Context: an optimization exercise on an open-source flow, tuned for small area. The choices shown serve that exercise and are no tape-out recipe. At most, simulation tests tie the RTL to the original design; equivalence was not proved.

==> run a <==
==> flow/design.v <==
module modbus_slave (
    input  wire        clk,
    input  wire        rst,            
    input  wire [7:0]  slave_addr,     
    input  wire [9:0]  t35_interval,   
    input  wire        time_unit,      
    input  wire        rx_valid,       
    input  wire [7:0]  rx_data,
    output reg         rx_en,
    output reg         tx_en,
    output wire        tx_valid,       
    output wire [7:0]  tx_data,
    input  wire        tx_ready,
    output wire        mem_req,        
    output wire        mem_we,
    output wire [15:0] mem_addr,
    output wire [31:0] mem_wdata,
    input  wire        mem_ack,
    input  wire [31:0] mem_rdata
);
    localparam [1:0] S_SIL  = 2'd0,
                     S_WAIT = 2'd1,
                     S_READ = 2'd2,
                     S_SEND = 2'd3;
    localparam [3:0] P_IDLE   = 4'd0,
                     P_DISP   = 4'd1,    
                     P_ALIGN  = 4'd2,    
                     P_HDR    = 4'd3,    
                     P_RREQ   = 4'd4,    
                     P_RSEND  = 4'd5,    
                     P_CRC    = 4'd6,    
                     P_WSR    = 4'd7,    
                     P_WSEL   = 4'd8,    
                     P_WPAIR  = 4'd9,    
                     P_WSHIFT = 4'd10,   
                     P_TAILRD = 4'd11,   
                     P_TAILWR = 4'd12;   
    localparam [1:0] K_EXC = 2'd0, K_RD = 2'd1, K_WSR = 2'd2, K_WMR = 2'd3;
    localparam integer NB = 118;         
    reg [1:0]  state;
    reg [9:0]  sil_cnt;
    reg [7:0]  rx_cur;
    reg [7:0]  rx_len;
    reg        rx_ovf;
    reg        addr_ok;
    reg [7:0]  fc;         
    reg [15:0] a_r;        
    reg [15:0] q_r;        
    reg [8*NB-1:0] dch;    
    reg [3:0]  ph;
    reg [1:0]  kind;
    reg [15:0] crc;
    reg [2:0]  cnt;        
    wire busy = (ph != P_IDLE);
    wire        byte_acc = rx_valid && rx_en;       
    wire        tu       = time_unit && !busy && !byte_acc;
    wire [9:0]  sil_inc  = sil_cnt + 10'd1;
    wire        tick     = tu && (sil_inc == t35_interval) && (sil_cnt != 10'h3FF);
    wire        frame_b  = byte_acc && (state == S_WAIT) && (rx_cur != 8'd128);
    wire        fc_rd = (fc == 8'h03) || (fc == 8'h04);
    wire        fc_ws = (fc == 8'h06);
    wire        fc_wm = (fc == 8'h10);
    wire        fc_ok = fc_rd || fc_ws || fc_wm;
    wire [5:0]  lo_sum   = {1'b0, a_r[4:0]} + {1'b0, q_r[5:1]} + {5'd0, q_r[0]};
    wire        range_ok = a_r[15] ? (a_r[14:0] == 15'd0 && lo_sum == 6'd0)
                                   : !(&a_r[14:5] && lo_sum[5] && lo_sum[4:0] != 5'd0);
    wire [7:0]  wmr_need = {q_r[6:0], 1'b1} + 8'd8;       
    wire [7:0]  s117 = dch[8*117 +: 8];
    wire [7:0]  s116 = dch[8*116 +: 8];
    wire [7:0]  s115 = dch[8*115 +: 8];
    wire [7:0]  s114 = dch[8*114 +: 8];
    reg  [7:0]  hdr_byte;
    always @* begin
        case (cnt)
            3'd0: hdr_byte = slave_addr;
            3'd1: hdr_byte = fc;
            3'd2: hdr_byte = (kind == K_EXC) ? {6'd0, fc_ok, !fc_ok} :
                             (kind == K_RD)  ? {q_r[6:0], 1'b0} : a_r[15:8];
            3'd3: hdr_byte = a_r[7:0];
            3'd4: hdr_byte = q_r[15:8];
            default: hdr_byte = q_r[7:0];
        endcase
    end
    assign tx_valid = (ph == P_HDR) || (ph == P_RSEND) || (ph == P_CRC);
    assign tx_data  = (ph == P_HDR)   ? hdr_byte :
                      (ph == P_RSEND) ? fc :
                      (ph == P_CRC)   ? crc[7:0] : rx_data;
    reg  [15:0] crc_next;
    integer     b;
    always @* begin
        crc_next = crc ^ {8'h00, tx_data};
        for (b = 0; b < 8; b = b + 1)
            crc_next = crc_next[0] ? ((crc_next >> 1) ^ 16'hA001) : (crc_next >> 1);
    end
    assign mem_req   = (ph == P_RREQ) || (ph == P_WSR) || (ph == P_WPAIR) ||
                       (ph == P_TAILRD) || (ph == P_TAILWR);
    assign mem_we    = (ph == P_WSR) || (ph == P_WPAIR) || (ph == P_TAILWR);
    assign mem_addr  = {1'b1, a_r[14:0]};
    assign mem_wdata = (kind == K_WSR) ? {16'h0000, q_r} : {s115, s114, s117, s116};
    reg  [7:0]  rd_byte;
    always @* begin
        case (cnt[1:0])
            2'd0: rd_byte = mem_rdata[15:8];
            2'd1: rd_byte = mem_rdata[7:0];
            2'd2: rd_byte = mem_rdata[31:24];
            default: rd_byte = mem_rdata[23:16];
        endcase
    end
    wire hdr_last = (kind == K_EXC || kind == K_RD) ? (cnt == 3'd2) : (cnt == 3'd5);
    wire dsh = (frame_b && rx_cur >= 8'd7 && rx_cur <= 8'd124) ||
               (ph == P_ALIGN && rx_len < 8'd125) || (ph == P_WSHIFT);
    wire tail_ld = (ph == P_TAILRD) && mem_ack;
    always @(posedge clk) begin
        if (dsh)
            dch <= {dch[8*NB-9:0], rx_data};
        else if (tail_ld)
            dch[8*114 +: 16] <= mem_rdata[31:16];
    end
    reg fin;
    always @(posedge clk) begin
        fin = 1'b0;
        if (rst) begin
            state   <= S_SIL;
            sil_cnt <= 10'd0;
            rx_cur  <= 8'd0;
            rx_ovf  <= 1'b0;
            rx_en   <= 1'b0;
            tx_en   <= 1'b0;
            ph      <= P_IDLE;
        end else begin
            if (byte_acc) begin
                sil_cnt <= 10'd0;
                if (rx_cur == 8'd128)
                    rx_ovf <= 1'b1;
                else
                    rx_cur <= rx_cur + 8'd1;
            end
            if (frame_b) begin
                crc <= crc_next;
                if (rx_cur == 8'd0) addr_ok <= (rx_data == slave_addr);
                if (rx_cur == 8'd1) fc <= rx_data;
                if (rx_cur == 8'd2 || rx_cur == 8'd3) a_r <= {a_r[7:0], rx_data};
                if (rx_cur == 8'd4 || rx_cur == 8'd5) q_r <= {q_r[7:0], rx_data};
            end
            if (tu) begin
                if (tick) sil_cnt <= 10'd0;
                else      sil_cnt <= sil_inc;
            end
            if (tick) begin
                case (state)
                    S_SIL: begin
                        rx_en <= 1'b1;
                        tx_en <= 1'b0;
                        crc   <= 16'hFFFF;
                        state <= S_WAIT;
                    end
                    S_WAIT: begin
                        if (rx_cur != 8'd0) begin
                            rx_len <= rx_cur;
                            state  <= S_READ;
                        end
                    end
                    S_READ: begin
                        rx_cur <= 8'd0;
                        rx_en  <= 1'b0;
                        tx_en  <= 1'b1;
                        state  <= S_SEND;
                    end
                    S_SEND: begin
                        ph <= P_DISP;
                    end
                endcase
            end
            case (ph)
                P_DISP: begin
                    crc <= 16'hFFFF;
                    cnt <= 3'd0;
                    ph  <= P_HDR;
                    if (rx_ovf || rx_len < 8'd4 || crc != 16'h0000 || !addr_ok)
                        fin = 1'b1;
                    else if (!fc_ok)
                        kind <= K_EXC;
                    else if (rx_len < (fc_wm ? 8'd9 : 8'd8))
                        fin = 1'b1;
                    else if (fc_rd) begin
                        if (q_r > 16'd61 || !range_ok) kind <= K_EXC;
                        else                           kind <= K_RD;
                    end else if (fc_ws) begin
                        if (a_r[15]) kind <= K_EXC;
                        else         kind <= K_WSR;
                    end else begin
                        if (q_r > 16'd59 || !range_ok) kind <= K_EXC;
                        else if (rx_len < wmr_need)    fin = 1'b1;
                        else begin
                            kind <= K_WMR;
                            ph   <= P_ALIGN;
                        end
                    end
                end
                P_ALIGN: begin
                    if (rx_len < 8'd125)
                        rx_len <= rx_len + 8'd1;
                    else
                        ph <= P_HDR;
                end
                P_HDR: begin
                    if (tx_ready) begin
                        crc <= crc_next;
                        cnt <= cnt + 3'd1;
                        if (hdr_last) begin
                            cnt <= 3'd0;
                            ph  <= (kind == K_RD && q_r[5:0] != 6'd0) ? P_RREQ : P_CRC;
                        end
                    end
                end
                P_RREQ: begin
                    if (mem_ack) begin
                        fc <= rd_byte;
                        ph <= P_RSEND;
                    end
                end
                P_RSEND: begin
                    if (tx_ready) begin
                        crc <= crc_next;
                        cnt <= cnt + 3'd1;
                        if (cnt[0]) q_r[5:0] <= q_r[5:0] - 6'd1;
                        if (cnt[1:0] == 2'd3) a_r[14:0] <= a_r[14:0] + 15'd1;
                        ph <= (cnt[0] && q_r[5:0] == 6'd1) ? P_CRC : P_RREQ;
                    end
                end
                P_CRC: begin
                    if (tx_ready) begin
                        crc <= crc_next;
                        cnt <= cnt + 3'd1;
                        if (cnt[0]) begin
                            if (kind == K_WSR)      ph <= P_WSR;
                            else if (kind == K_WMR) ph <= P_WSEL;
                            else                    fin = 1'b1;
                        end
                    end
                end
                P_WSR: begin
                    if (mem_ack) fin = 1'b1;
                end
                P_WSEL: begin
                    cnt <= 3'd0;
                    if (q_r[5:0] == 6'd0)      fin = 1'b1;
                    else if (q_r[5:0] == 6'd1) ph <= P_TAILRD;
                    else                       ph <= P_WPAIR;
                end
                P_WPAIR: begin
                    if (mem_ack) begin
                        a_r[14:0] <= a_r[14:0] + 15'd1;
                        q_r[5:0]  <= q_r[5:0] - 6'd2;
                        ph        <= P_WSHIFT;
                    end
                end
                P_WSHIFT: begin
                    cnt <= cnt + 3'd1;
                    if (cnt[1:0] == 2'd3) ph <= P_WSEL;
                end
                P_TAILRD: begin
                    if (mem_ack) ph <= P_TAILWR;
                end
                P_TAILWR: begin
                    if (mem_ack) fin = 1'b1;
                end
                default: ;
            endcase
            if (fin) begin
                rx_en  <= 1'b0;
                tx_en  <= 1'b0;
                rx_ovf <= 1'b0;
                state  <= S_SIL;
                ph     <= P_IDLE;
            end
        end
    end
endmodule
==> flow/flow/run.sh <==
#!/bin/bash
# Standard ORFS layout (the standard.sh, standard synthesis unchanged) with two
# changes: port buffers use the smallest buffer cell, and clock tree synthesis uses
# larger sink clusters and inserts no dummy loads.
set -euo pipefail
export BUFFER_PORTS_ARGS="-buffer_cell sky130_fd_sc_hd__buf_1"
export CTS_ARGS="-sink_clustering_enable -repair_clock_nets -dont_use_dummy_load -buf_list {sky130_fd_sc_hd__clkbuf_8 sky130_fd_sc_hd__clkbuf_16} -sink_clustering_size 30 -sink_clustering_max_diameter 80"
bash standard.sh > standard_sh.log 2>&1
==> flow/standard.sh <==
#!/bin/bash
# synth_recipe.tcl (not shown) runs the flow's synth.tcl, then flattens the netlist and writes it again
# the make line also repeats each setting of config.mk as NAME=value (left out here)
make -C /OpenROAD-flow-scripts/flow DESIGN_CONFIG=/design/flow/config.mk WORK_HOME=/design/flow/orfs CLKGATE_MAP_FILE= SYNTH_SCRIPT=/design/flow/synth_recipe.tcl "${@:-finish}"
==> flow/config.mk <==
export PLATFORM = sky130hd
export DESIGN_NAME = modbus_slave
export DESIGN_NICKNAME = modbus_slave
export VERILOG_FILES = /design/flow/design.v
export SDC_FILE = /design/flow/constraint.sdc
export NUM_CORES = 4
export LEC_CHECK = 0
export CAP_MARGIN = 40
export CORE_MARGIN = 2
export CORE_UTILIZATION = 40
export PLACE_DENSITY = 0.55
export SLEW_MARGIN = 40
==> flow/constraint.sdc <==
create_clock -name core_clock -period 10.0 [get_ports {clk}]
set_input_delay 2.0000 -clock core_clock [delete_from_list [all_inputs] [get_ports {clk}]]
set_output_delay 2.0000 -clock core_clock [all_outputs]
set_load 0.01 [all_outputs]
==> run b: changes against run a <==
--- a/flow/design.v
+++ b/flow/design.v
@@ -7,6 +7,6 @@
     input  wire        rx_valid,       
     input  wire [7:0]  rx_data,
-    output reg         rx_en,
-    output reg         tx_en,
+    output wire        rx_en,
+    output wire        tx_en,
     output wire        tx_valid,       
     output wire [7:0]  tx_data,
@@ -23,17 +23,15 @@
                      S_READ = 2'd2,
                      S_SEND = 2'd3;
-    localparam [3:0] P_IDLE   = 4'd0,
-                     P_DISP   = 4'd1,    
-                     P_ALIGN  = 4'd2,    
-                     P_HDR    = 4'd3,    
-                     P_RREQ   = 4'd4,    
-                     P_RSEND  = 4'd5,    
-                     P_CRC    = 4'd6,    
-                     P_WSR    = 4'd7,    
-                     P_WSEL   = 4'd8,    
-                     P_WPAIR  = 4'd9,    
-                     P_WSHIFT = 4'd10,   
-                     P_TAILRD = 4'd11,   
-                     P_TAILWR = 4'd12;   
+    localparam [3:0] P_IDLE   = 4'b0000,
+                     P_DISP   = 4'b0001,    
+                     P_ALIGN  = 4'b0010,    
+                     P_HDR    = 4'b0100,    
+                     P_RSEND  = 4'b0101,    
+                     P_CRC    = 4'b0110,    
+                     P_RREQ   = 4'b1000,    
+                     P_WSR    = 4'b1001,    
+                     P_TAILRD = 4'b1010,    
+                     P_WPAIR  = 4'b1011,    
+                     P_TAILWR = 4'b1101;    
     localparam [1:0] K_EXC = 2'd0, K_RD = 2'd1, K_WSR = 2'd2, K_WMR = 2'd3;
     localparam integer NB = 118;         
@@ -53,4 +51,6 @@
     reg [2:0]  cnt;        
     wire busy = (ph != P_IDLE);
+    assign rx_en = state[0] ^ state[1];
+    assign tx_en = state[0] & state[1];
     wire        byte_acc = rx_valid && rx_en;       
     wire        tu       = time_unit && !busy && !byte_acc;
@@ -82,5 +82,5 @@
         endcase
     end
-    assign tx_valid = (ph == P_HDR) || (ph == P_RSEND) || (ph == P_CRC);
+    assign tx_valid = ph[2] && !ph[3];
     assign tx_data  = (ph == P_HDR)   ? hdr_byte :
                       (ph == P_RSEND) ? fc :
@@ -93,7 +93,6 @@
             crc_next = crc_next[0] ? ((crc_next >> 1) ^ 16'hA001) : (crc_next >> 1);
     end
-    assign mem_req   = (ph == P_RREQ) || (ph == P_WSR) || (ph == P_WPAIR) ||
-                       (ph == P_TAILRD) || (ph == P_TAILWR);
-    assign mem_we    = (ph == P_WSR) || (ph == P_WPAIR) || (ph == P_TAILWR);
+    assign mem_req   = ph[3];
+    assign mem_we    = ph[3] && ph[0];
     assign mem_addr  = {1'b1, a_r[14:0]};
     assign mem_wdata = (kind == K_WSR) ? {16'h0000, q_r} : {s115, s114, s117, s116};
@@ -109,5 +108,5 @@
     wire hdr_last = (kind == K_EXC || kind == K_RD) ? (cnt == 3'd2) : (cnt == 3'd5);
     wire dsh = (frame_b && rx_cur >= 8'd7 && rx_cur <= 8'd124) ||
-               (ph == P_ALIGN && rx_len < 8'd125) || (ph == P_WSHIFT);
+               (ph == P_ALIGN && rx_len < 8'd125);
     wire tail_ld = (ph == P_TAILRD) && mem_ack;
     always @(posedge clk) begin
@@ -125,6 +124,4 @@
             rx_cur  <= 8'd0;
             rx_ovf  <= 1'b0;
-            rx_en   <= 1'b0;
-            tx_en   <= 1'b0;
             ph      <= P_IDLE;
         end else begin
@@ -150,6 +147,4 @@
                 case (state)
                     S_SIL: begin
-                        rx_en <= 1'b1;
-                        tx_en <= 1'b0;
                         crc   <= 16'hFFFF;
                         state <= S_WAIT;
@@ -163,6 +158,4 @@
                     S_READ: begin
                         rx_cur <= 8'd0;
-                        rx_en  <= 1'b0;
-                        tx_en  <= 1'b1;
                         state  <= S_SEND;
                     end
@@ -192,8 +185,6 @@
                         if (q_r > 16'd59 || !range_ok) kind <= K_EXC;
                         else if (rx_len < wmr_need)    fin = 1'b1;
-                        else begin
+                        else
                             kind <= K_WMR;
-                            ph   <= P_ALIGN;
-                        end
                     end
                 end
@@ -201,6 +192,7 @@
                     if (rx_len < 8'd125)
                         rx_len <= rx_len + 8'd1;
-                    else
-                        ph <= P_HDR;
+                    else if (q_r[5:0] == 6'd0) fin = 1'b1;
+                    else if (q_r[5:0] == 6'd1) ph <= P_TAILRD;
+                    else                       ph <= P_WPAIR;
                 end
                 P_HDR: begin
@@ -235,5 +227,5 @@
                         if (cnt[0]) begin
                             if (kind == K_WSR)      ph <= P_WSR;
-                            else if (kind == K_WMR) ph <= P_WSEL;
+                            else if (kind == K_WMR) ph <= P_ALIGN;
                             else                    fin = 1'b1;
                         end
@@ -242,10 +234,4 @@
                 P_WSR: begin
                     if (mem_ack) fin = 1'b1;
-                end
-                P_WSEL: begin
-                    cnt <= 3'd0;
-                    if (q_r[5:0] == 6'd0)      fin = 1'b1;
-                    else if (q_r[5:0] == 6'd1) ph <= P_TAILRD;
-                    else                       ph <= P_WPAIR;
                 end
                 P_WPAIR: begin
@@ -253,10 +239,7 @@
                         a_r[14:0] <= a_r[14:0] + 15'd1;
                         q_r[5:0]  <= q_r[5:0] - 6'd2;
-                        ph        <= P_WSHIFT;
-                    end
-                end
-                P_WSHIFT: begin
-                    cnt <= cnt + 3'd1;
-                    if (cnt[1:0] == 2'd3) ph <= P_WSEL;
+                        rx_len    <= 8'd121;
+                        ph        <= P_ALIGN;
+                    end
                 end
                 P_TAILRD: begin
@@ -269,6 +252,4 @@
             endcase
             if (fin) begin
-                rx_en  <= 1'b0;
-                tx_en  <= 1'b0;
                 rx_ovf <= 1'b0;
                 state  <= S_SIL;
==> flow/flow/run.sh (replaced) <==
#!/bin/bash
# Standard ORFS layout (the standard.sh, standard synthesis unchanged) with two
# changes: port buffers use the smallest buffer cell, and clock tree synthesis uses
# larger sink clusters and inserts no dummy loads.
set -euo pipefail
export BUFFER_PORTS_ARGS="-buffer_cell sky130_fd_sc_hd__buf_1"
export CTS_ARGS="-sink_clustering_enable -repair_clock_nets -dont_use_dummy_load -buf_list sky130_fd_sc_hd__clkbuf_8 -sink_clustering_size 20 -sink_clustering_max_diameter 60"
bash standard.sh > standard_sh.log 2>&1
==> run notes <==
Final cell count: run b is higher than run a (about 0.43%). Of run b and run a, run a has the higher global-route usage (gap 0.27 points). Against run a, the cell area of run b is lower by 0.35%. Area after synthesis is about the same in run a and run b. In die area, run a and run b hardly differ.
==> figures <==
Total of flip-flops plus latches after synthesis: run a 1041; run b 1039
Initial Utilization: run a 40.23%; run b 40.24%
First-pass GRT wire length: run a 99830 um; run b 98010 um
Worst-margin pin slew: run a 0.8476 ns; run b 0.8526 ns
Number of buffer and inverter stages on the critical path: run a 2; run b 3
CP max FO: run a 15; run b 16
Wire length on met2: run a 29210 um; run b 27520 um
Max Clock Skew: run a 0.06783 ns; run b 0.1135 ns
Number of buffers created by CTS: run a 45; run b 76
Chip width: run a 307.2 um; run b 307.2 um
Run status: run a timing/DRC/antenna clean; run b timing/DRC/antenna clean
GR met1 Demand/Resource: run a 21.20%; run b 20.36%
Function not checked in run a: the RTL went through the layout flow alone.

## port drivers added, routing unchanged
The flow's constraints put no driver on any port. The routed layouts listed below were extracted and timed again, unchanged, in two steps.
Step 1 assumes that a clkbuf_16 drives the clock port and a buf_2 every other input.
Step 2 moves the port delays by t, midway between the first and last clock arrival at a register: inputs arrive t later, outputs are due t later. That takes back most of the time a late clock gives input paths.
Three values: no drivers, after step 1, after step 2; two values: the first two.
run	t, ns	setup WS [ns]	worst setup path at the end
run a	0.643	4.503 / 4.434 / 3.931	input to register
run b	0.708	4.406 / 4.345 / 4.367	input to output
After both steps every run listed still meets setup and hold. For run a, which loses most, drivers alone change the setup slack by -0.069 ns; drivers and shift together by -0.572 ns.
